Source: an optimization exercise on an open RTL-to-GDS flow (aim: small area, a short achievable clock period and few clock cycles per item). Production flows keep margins and buffers that such runs may drop.
The RTL was checked by simulation tests, not by an equivalence proof against the original design.
Power figures rest on the tool's default switching activity, not on a simulated workload.

## job 5152
==> flow/design.v (excerpt) <==
module lpc1_cksum (
    input  wire        clk,
    input  wire        rst,
    input  wire        cmd_valid,
    output wire        cmd_ready,
    input  wire [31:0] cmd_word,
    input  wire [31:0] cmd_len,
    input  wire [23:0] cmd_fcs_in,
    input  wire        in_valid,
    output wire        in_ready,
    input  wire [31:0] in_data,
    output reg         done,
    output wire [7:0]  code,
    output reg  [7:0]  last_op,
    output reg         match,
    output reg  [23:0] fcs_val,
    output reg  [23:0] fcs_rx,
    output reg  [16:0] fcs_cover,
    output reg  [16:0] out_len,
    output reg  [5:0]  crc6,
    output reg  [9:0]  crc10
);
    localparam [3:0] C_OK           = 4'b0_000;    
    localparam [3:0] C_FCS_MISMATCH = 4'b0_001;    
    localparam [3:0] C_NO_CRC       = 4'b0_010;    
    localparam [3:0] C_ERR_LEN      = 4'b1_000;    
    localparam [3:0] C_ERR_TYPE     = 4'b1_001;    
    localparam [3:0] C_ERR_OVERFLOW = 4'b1_011;    
    localparam [3:0] C_ERR_PARAM    = 4'b1_100;    
    localparam [3:0] C_ERR_CMD      = 4'b1_101;    
    reg        rdy;           
    reg        irdy;          
    reg        setup;         
    reg        o_calc, o_gen, o_chk, o_crc6, o_crc10, o_splice;
    reg        illegal;       
    reg        big;           
    reg        sup_ov;        
    reg [16:0] rem;           
    reg [3:0]  jb;            
    reg        ui_elig;       
  ...
clock: 8.0 ns
lec_check: 0
cap_margin: 20
core_margin: 2
core_utilization: 40
cts_cluster_diameter: 100
cts_cluster_size: 25
place_density: 0.88
setup_slack_margin: 5
slew_margin: 20
synth_hierarchical: 1
synth_memory_max_bits: 8192
synth_minimum_keep_size: 0
tns_end_percent: 0
standard.sh (not shown) runs the stock make flow with config.mk's settings and CLKGATE_MAP_FILE= SYNTH_SCRIPT=/design/flow/synth_recipe.tcl, a recipe that flattens the netlist after the stock synthesis.
==> flow/flow/run.sh <==
#!/bin/bash
# The standard layout (the standard.sh: standard synthesis, floorplan,
# placement, CTS, routing), with the ports buffered by the smallest buffer
# (sky130_fd_sc_hd__buf_1) instead of the resizer's default delay cell;
# repair_design and repair_timing resize them where needed.
set -euo pipefail
export BUFFER_PORTS_ARGS="-buffer_cell sky130_fd_sc_hd__buf_1"
bash standard.sh finish SETUP_SLACK_MARGIN=5.4 TNS_END_PERCENT=0 > standard_flow.log 2>&1
Testbench counts of job 5152, summed over its fixed seeds: cycles 10,251, items 384.
The following lists how job 519 was set up differently from job 5152:
Settings: PLACE_DENSITY: 0.88 -> unset.
## What came out
Both conditions hold for job 5152: the flow ran to the end and the final layout passed the timing, DRC and antenna checks. Job 519 went all the way through the flow, and no timing, DRC or antenna check failed. In the final design statistics, job 519 uses more standard cells in total than job 5152. Layout net count, job 5152 and job 519, lower one = job 5152. Compared with job 5152, job 519 ends up with a larger final cell area. Job 519 -> job 5152: die area delta 0, exact match.
Inputs modified between job 519 and job 4206:
Settings: setting PLACE_DENSITY to 0.75 for the first time.
==> flow/flow/run.sh <==
#!/bin/bash
set -euo pipefail
export BUFFER_PORTS_ARGS="-buffer_cell sky130_fd_sc_hd__buf_1"
bash standard.sh finish SETUP_SLACK_MARGIN=5.4 TNS_END_PERCENT=0 > standard_flow.log 2>&1
Findings:
Switching portion of total power delta (job 4206 -> job 519): insignificant. Worst-margin pin slew (higher): job 4206. Sequential cell area delta (job 519 -> job 4206): insignificant. Job 519 vs job 4206, kind of critical path: in -> reg vs reg -> reg. Looking at job 519 and job 4206, the post-placement cell area is a wash.

========
== alpha ==
Another version of the RTL of lpc1_cksum (not shown whole).
Size in the first run: about 1500 cells after synthesis, roughly 220 flip-flops.
## lpc1_cksum
module lpc1_cksum (
    input  wire        clk,
    input  wire        rst,
    input  wire        cmd_valid,
    output wire        cmd_ready,
    input  wire [31:0] cmd_word,
    input  wire [31:0] cmd_len,
    input  wire [23:0] cmd_fcs_in,
    input  wire        in_valid,
    output wire        in_ready,
    input  wire [31:0] in_data,
    output reg         done,
    output wire [7:0]  code,
    output reg  [7:0]  last_op,
    output reg         match,
    output reg  [23:0] fcs_val,
    output reg  [23:0] fcs_rx,
    output reg  [16:0] fcs_cover,
    output reg  [16:0] out_len,
    output reg  [5:0]  crc6,
    output reg  [9:0]  crc10
);
export LEC_CHECK = 0
export CAP_MARGIN = 20
export CORE_MARGIN = 2
export CORE_UTILIZATION = 40
export CTS_CLUSTER_DIAMETER = 100
export CTS_CLUSTER_SIZE = 25
export SETUP_SLACK_MARGIN = 5
export SLEW_MARGIN = 20
export SYNTH_MEMORY_MAX_BITS = 8192
export TNS_END_PERCENT = 0
create_clock -name core_clock -period 8.0 [get_ports {clk}]
==> flow/flow/run.sh <==
#!/bin/bash
# The standard layout (the standard.sh: standard synthesis, floorplan,
# placement, CTS, routing), with the ports buffered by the smallest buffer
# (sky130_fd_sc_hd__buf_1) instead of the resizer's default delay cell;
# repair_design and repair_timing resize them where needed.
set -euo pipefail
export BUFFER_PORTS_ARGS="-buffer_cell sky130_fd_sc_hd__buf_1"
bash standard.sh finish SETUP_SLACK_MARGIN=5.4 TNS_END_PERCENT=0 > standard_flow.log 2>&1
Testbench counts of alpha, summed over its fixed seeds: cycles 10,251, items 384.
The inputs of beta differ from those of alpha as listed below.
-- flow/config.mk --
<<< alpha, line 13
>>> beta, line 13
export PLACE_DENSITY = 0.75
==> run notes <==
Compared with alpha, in beta routed wire length has decreased, number of global-route vias before repair has increased, share of the core filled with cells has decreased.

==> what the ideal ports hide <==
Ports are ideal in the flow. The routed layouts listed here were re-timed in OpenROAD.
Step 1 assumes that a clkbuf_16 drives the clock port and a buf_2 every other input.
Step 2 moves the port delays by t, midway between the first and last clock arrival at a register: inputs arrive t later, outputs are due t later. That takes back most of the time a late clock gives input paths.
Slacks: no drivers / after step 1 / after step 2; pairs: no drivers / after step 1.
run | shift t [ns] | slack for setup (ns) | worst setup path after step 2 | clock arrival spread, ns | worst data-port slew with drivers (ns)
job 5152 | 0.530 | 5.164 / 5.116 / 4.696 | input to register | 0.029 / 0.029 | 0.07
job 519 | 0.540 | 5.235 / 5.210 / 4.726 | input to register | 0.016 / 0.016 | 0.08
job 4206 | 0.532 | 5.249 / 5.217 / 4.751 | input to register | 0.029 / 0.028 | 0.08
alpha | 0.536 | 5.168 / 5.132 / 4.662 | input to register | 0.021 / 0.021 | 0.05
beta | 0.536 | 5.121 / 5.123 / 4.614 | input to register | 0.043 / 0.043 | 0.06
After both steps every run listed still meets setup and hold. The setup slack of job 519, which loses most, moves by -0.025 ns with the drivers and by -0.509 ns with both steps.
